This design comes from an exercise in tuning for small area, a short achievable clock period and few clock cycles per item on the open sky130 flow, not from production work. At most, simulation tests tie the RTL to the original design; equivalence was not proved. Power is estimated from default activity; no workload was simulated.

job 3281:
==> flow/design.v (excerpt) <==
module spi_i2c_ctrl #(
    parameter [23:0] CORE_CLOCK_HZ = 24'd16000000    
) (
    input             clk,
    input             rst,
    input             cmd_valid,
    input      [31:0] cmd,
    output            cmd_ready,
    output reg        rsp_valid,
    output      [7:0] result_code,
    output reg  [7:0] result_value,
    output     [15:0] ci,
    output            faulted,
    output      [1:0] fault_cause,
    output     [31:0] fault_cmd,
    output            wait_spi,
    output            wait_twi,
    output            wait_settle,
    output reg        cs_drive,
    output reg        cs_level,
    output reg        evt_pindir,
    output reg  [7:0] spcr,
    output      [7:0] spsr,
    output reg  [7:0] spdr_tx,
    output reg  [7:0] spdr_rx,
    output      [7:0] twcr,
    output      [7:0] twsr,
    output reg  [7:0] twbr,
    output      [7:0] twar,
    output reg  [7:0] twdr,
    output reg        spi_pending,
    output reg  [1:0] twi_pending,
    input             spi_step,
    input       [7:0] spi_step_byte,
    input             twi_step,
    input       [4:0] twi_step_status,
    input       [7:0] twi_step_byte,
    input             twi_settle,
    input       [4:0] twi_settle_status
);
Size in the first run: roughly 1000 cells after synthesis, roughly 8900 µm² of cells after synthesis.
==> flow/config.mk <==
export PLATFORM = sky130hd
export DESIGN_NAME = spi_i2c_ctrl
export DESIGN_NICKNAME = spi_i2c_ctrl
export VERILOG_FILES = /design/flow/design.v
export SDC_FILE = /design/flow/constraint.sdc
export NUM_CORES = 4
export LEC_CHECK = 0
export CAP_MARGIN = 20
export CORE_MARGIN = 2
export CORE_UTILIZATION = 40
export CTS_BUF_LIST = sky130_fd_sc_hd__clkbuf_8
export SETUP_SLACK_MARGIN = 4.2
export SLEW_MARGIN = 20
==> flow/constraint.sdc <==
create_clock -name core_clock -period 8.0 [get_ports {clk}]
set_input_delay 1.6000 -clock core_clock [delete_from_list [all_inputs] [get_ports {clk}]]
set_output_delay 1.6000 -clock core_clock [all_outputs]
set_load 0.01 [all_outputs]
standard.sh (not shown) runs the stock make flow with config.mk's settings and CLKGATE_MAP_FILE= SYNTH_SCRIPT=/design/flow/synth_recipe.tcl, a recipe that flattens the netlist after the stock synthesis.
==> flow/flow/run.sh <==
#!/bin/bash
set -euo pipefail
export BUFFER_PORTS_ARGS="-buffer_cell sky130_fd_sc_hd__buf_1"
export ADDER_MAP_FILE=
bash standard.sh > standard.log 2>&1
In summary, job 3281 completed successfully, with a layout that passed the timing, design-rule and antenna checks.
Testbench counts of job 3281, summed over its fixed seeds: cycles 8,192, commands 3,200.
Relative to job 3281, the following input files were edited for job 8496:
Settings: setting CTS_CLUSTER_SIZE to 40 for the first time; setting CTS_CLUSTER_DIAMETER to 150 for the first time; changing CTS_BUF_LIST from sky130_fd_sc_hd__clkbuf_8 to sky130_fd_sc_hd__clkbuf_16.
-- flow/flow/run.sh --
<<< job 3281, line 4
export ADDER_MAP_FILE=
>>> job 8496, line 4
Notes after the runs:
- Setup slack: job 8496 more than job 3281
- | hold slack | job 8496 vs job 3281 | 0.0041 ns lower |
- Of job 8496 and job 3281, the lower met3 wire length belongs to job 3281.
- Clock share of power in job 8496 is 5.2 points higher than in job 3281
- Of job 8496 and job 3281, the lower clock network power consumption belongs to job 3281.
The following lists how job 3976 was set up differently from job 8496:
Settings: changing CTS_BUF_LIST from sky130_fd_sc_hd__clkbuf_16 to sky130_fd_sc_hd__clkbuf_8; removing CTS_CLUSTER_DIAMETER (formerly 150); changing SETUP_SLACK_MARGIN from 4.2 to 4.0; removing CTS_CLUSTER_SIZE (formerly 40).
[summary]
- Job 3976 closes out successfully: all stages finished, all timing, DRC and antenna checks passed.
- Job 8496 did not stop at any stage, and its layout met the timing, design-rule and antenna checks.
- On job 3976: first-pass GRT wire length is 400 µm lower than what job 8496 gave.
- Sequential share of power: job 3976 > job 8496
- Changes observed in job 3976 relative to job 8496: required time of the worst setup path higher, number of diodes moved up, final area saw a decrease.
diff inputs: job 3976 => job 2465
Settings: changing SETUP_SLACK_MARGIN from 4.0 to 4.2; setting ABC_AREA to 1 for the first time.
### Flow results
Between job 2465 and job 3976, it is job 2465 whose slew at the pin with the worst max-slew slack is lower, by 0.044 ns. Delta (job 2465 minus job 3976): critical path data arrival time down 1.87 ns, area of all placed cells without fillers up about 7%, utilization up 1.0 points.
Input-level comparison between job 8324 and job 2465:
Settings: a change of SETUP_SLACK_MARGIN from 4.2 to 3.8; a deleted ABC_AREA that had been 1.
--- outcome ---
- The flow did not stop early for job 8324: all stages ran, and the layout cleared the timing, design-rule and antenna checks.
- [job 8324 vs job 2465] worst setup slack: lower in job 8324
- Against job 2465, power spent charging and discharging nets in job 8324 fell by more than a quarter.
- [compare] base=job 2465 new=job 8324: logic gate share of total power decreased 15 points; final-layout non-clock buffer area share essentially unchanged; final cell utilization of the core decreased 1.3 points.

========
Another version of the RTL of spi_i2c_ctrl (not shown whole).
Size: about 1100 cells after synthesis, ~170 flip-flops, about 210 I/O pins.
export LEC_CHECK = 0
export CAP_MARGIN = 20
export CORE_MARGIN = 2
export CORE_UTILIZATION = 40
export CTS_BUF_LIST = sky130_fd_sc_hd__clkbuf_8
export SLEW_MARGIN = 20
create_clock -name core_clock -period 8.0 [get_ports {clk}]
==> flow/flow/run.sh <==
#!/bin/bash
set -euo pipefail
export BUFFER_PORTS_ARGS="-buffer_cell sky130_fd_sc_hd__buf_1"
bash standard.sh > standard.log 2>&1
Testbench counts at the start, summed over its fixed seeds: cycles 8,192, commands 3,200.
==> next run, changes <==
Settings changed: CTS_BUF_LIST sky130_fd_sc_hd__clkbuf_8 to sky130_fd_sc_hd__clkbuf_4 sky130_fd_sc_hd__clkbuf_8, SETUP_SLACK_MARGIN set to 3.5.
What happened:
- routed wire length stays flat
- setup slack improves by 1000 ps
- sequential share of layout area goes down by 0.14 points
- area after synthesis stays the same
- global-route usage is about the same
- power hardly moves
==> next run, changes <==
Settings changed: ABC_CLOCK_PERIOD_IN_PS set to 3500, CTS_BUF_LIST sky130_fd_sc_hd__clkbuf_4 sky130_fd_sc_hd__clkbuf_8 to sky130_fd_sc_hd__clkbuf_8, SETUP_SLACK_MARGIN 3.5 to unset.
Setup slack gets worse by 1000 ps.
Area after synthesis does not change.
Clock-buffer cell count went down by 1.
Final cell count hardly moves.
Non-clock buffer count came out lower by 1.
Combinational power stays flat.
Clock power fell by about 1%.
Die area stays the same.
Global-route usage stays flat.
==> next run, changes <==
Settings changed: ABC_CLOCK_PERIOD_IN_PS 3500 to unset, SETUP_SLACK_MARGIN set to 3.8.
Result:
- The changed run completed without violations
- final area grows slightly
- flip-flop and latch count does not change
- die area does not change
- setup slack gains 1200 ps

========
## oak
Another version of the RTL of spi_i2c_ctrl (not shown whole).
For scale: ~1,000 cells after synthesis, roughly 170 flip-flops, about 210 I/O pins, ~8900 sq um of cells after synthesis.
## spi_i2c_ctrl
module spi_i2c_ctrl #(
    parameter [23:0] CORE_CLOCK_HZ = 24'd16000000    
) (
    input             clk,
    input             rst,
    input             cmd_valid,
    input      [31:0] cmd,
    output            cmd_ready,
    output reg        rsp_valid,
    output      [7:0] result_code,
    output reg  [7:0] result_value,
    output reg [15:0] ci,
    output            faulted,
    output      [1:0] fault_cause,
    output     [31:0] fault_cmd,
    output            wait_spi,
    output            wait_twi,
    output            wait_settle,
    output reg        cs_drive,
    output reg        cs_level,
    output reg        evt_pindir,
    output reg  [7:0] spcr,
    output      [7:0] spsr,
    output reg  [7:0] spdr_tx,
    output reg  [7:0] spdr_rx,
    output      [7:0] twcr,
    output      [7:0] twsr,
    output reg  [7:0] twbr,
    output      [7:0] twar,
    output reg  [7:0] twdr,
    output reg        spi_pending,
    output reg  [1:0] twi_pending,
    input             spi_step,
    input       [7:0] spi_step_byte,
    input             twi_step,
    input       [4:0] twi_step_status,
    input       [7:0] twi_step_byte,
    input             twi_settle,
    input       [4:0] twi_settle_status
);
==> flow/config.mk <==
export PLATFORM = sky130hd
export DESIGN_NAME = spi_i2c_ctrl
export DESIGN_NICKNAME = spi_i2c_ctrl
export VERILOG_FILES = /design/flow/design.v
export SDC_FILE = /design/flow/constraint.sdc
export NUM_CORES = 4
export LEC_CHECK = 0
export CAP_MARGIN = 20
export CORE_MARGIN = 2
export CORE_UTILIZATION = 40
export CTS_BUF_LIST = sky130_fd_sc_hd__clkbuf_8
export SETUP_SLACK_MARGIN = 3.5
export SLEW_MARGIN = 20
==> flow/constraint.sdc <==
create_clock -name core_clock -period 8.0 [get_ports {clk}]
set_input_delay 1.6000 -clock core_clock [delete_from_list [all_inputs] [get_ports {clk}]]
set_output_delay 1.6000 -clock core_clock [all_outputs]
set_load 0.01 [all_outputs]
==> flow/flow/run.sh <==
#!/bin/bash
set -euo pipefail
export BUFFER_PORTS_ARGS="-buffer_cell sky130_fd_sc_hd__buf_1"
export ADDER_MAP_FILE=
bash standard.sh > standard.log 2>&1
Every stage of the flow completed for oak, and the final layout passed the timing, design-rule and antenna checks.
Input changes introduced in pine (baseline for comparison: oak):
-- flow/config.mk --
<<< oak, line 6
export NUM_CORES = 4
export LEC_CHECK = 0
export CAP_MARGIN = 20
export CORE_MARGIN = 2
>>> pine, line 6
export NUM_CORES = 4
export LEC_CHECK = 0
export ABC_AREA = 1
export CAP_MARGIN = 20
export CORE_MARGIN = 2
## What came out
In pine the net total in the final layout turned out 435 higher than in oak. Compared with oak, pine shows met2 usage in global routing higher by 3.4 points. Against oak, non-filler instance count after layout in pine rose by more than a quarter. pine vs oak, die area went up by about 9%. Compared with oak, pine shows final instance area higher by 690 sq um. oak has a lower initial core utilization than pine.
> inputs changed (pine -> birch)
==> flow/flow/run.sh <==
#!/bin/bash
set -euo pipefail
export BUFFER_PORTS_ARGS="-buffer_cell sky130_fd_sc_hd__buf_1"
bash standard.sh > standard.log 2>&1
Notes after the runs:
- Summary of birch over pine: number of vias per cell after detailed routing went down 1.5%, starting density of the core now smaller.
- Summary of birch over pine: global-route usage now smaller, worst vdd rail ir drop now larger.
- The run showing the smaller number of standard cells after synthesis is birch.
For maple, these inputs were changed with respect to birch:
-- flow/config.mk --
<<< birch, line 9
export CAP_MARGIN = 20
export CORE_MARGIN = 2
export CORE_UTILIZATION = 40
export CTS_BUF_LIST = sky130_fd_sc_hd__clkbuf_8
export SETUP_SLACK_MARGIN = 3.5
>>> maple, line 9
export CAP_MARGIN = 20
export CORE_MARGIN = 2
export CORE_UTILIZATION = 65
export CTS_BUF_LIST = sky130_fd_sc_hd__clkbuf_8
export SETUP_SLACK_MARGIN = 3.5
Results
- Final critical-path required period, birch and maple: larger value in birch
- The worst-margin pin slew of maple falls short of that of birch by 210 ps.
- Looking at placement-stage worst setup slack, maple sits above birch.
- Cmp maple vs birch: net switching share of the total power lower in maple
- Sort birch and maple by clock skew, descending, and birch comes first.
- Delta (maple minus birch): setup slack went up 9.9 ps; final cell count shrank by 139; worst reg-to-reg path cell count went up.
- Global-route usage, birch and maple: smaller value in birch
No functional check of the RTL was part of any run of this note.

[separate check: timing with driven ports]
No port has a modelled driver above. Below, the same layouts with a new extraction and two added sets of constraints.
Step 1: set_driving_cell puts a clkbuf_16 on clk and a buf_2 on each other input, an assumption about the parent block.
Step 2 adds t to the input delays and takes it off the output delays; t is the mean of the earliest and latest rising clock arrival at the registers after step 1. Input paths then give back, and output paths get back, about the clock's delay inside the block.
Three values: no drivers, after step 1, after step 2; two values: the first two.
run | shift t [ns] | setup WS [ns] | worst setup path at the end | worst register clock-pin slew, ns | cell pins on the clock port's net
job 3281 | 0.520 | 4.069 / 4.050 / 3.562 | input to register | 0.12 / 0.12 | 1
job 8496 | 0.473 | 4.223 / 4.236 / 3.764 | input to register | 0.07 / 0.07 | 1
job 3976 | 0.504 | 4.127 / 4.130 / 3.627 | input to register | 0.10 / 0.10 | 1
job 2465 | 0.520 | 4.042 / 3.996 / 3.921 | input to register | 0.11 / 0.11 | 1
job 8324 | 0.507 | 3.943 / 3.952 / 3.445 | input to register | 0.10 / 0.10 | 1
the first run of note 2 | 0.499 | 2.765 / 2.783 / 2.284 | input to register | 0.10 / 0.10 | 1
the second run of note 2 | 0.502 | 3.776 / 3.797 / 3.296 | input to register | 0.10 / 0.10 | 1
the third run of note 2 | 0.499 | 2.765 / 2.783 / 2.284 | input to register | 0.10 / 0.10 | 1
the fourth run of note 2 | 0.504 | 3.977 / 3.997 / 3.493 | input to register | 0.10 / 0.10 | 1
oak | 0.512 | 3.682 / 3.704 / 3.192 | input to register | 0.10 / 0.10 | 1
pine | 0.538 | 4.102 / 4.118 / 3.580 | input to register | 0.12 / 0.12 | 1
birch | 0.512 | 3.877 / 3.896 / 3.384 | input to register | 0.11 / 0.11 | 1
maple | 0.510 | 3.887 / 3.903 / 3.393 | input to register | 0.09 / 0.09 | 1
After both steps every run listed still meets setup and hold. For pine, which loses most, drivers alone change the setup slack by +0.016 ns; drivers and shift together by -0.522 ns.
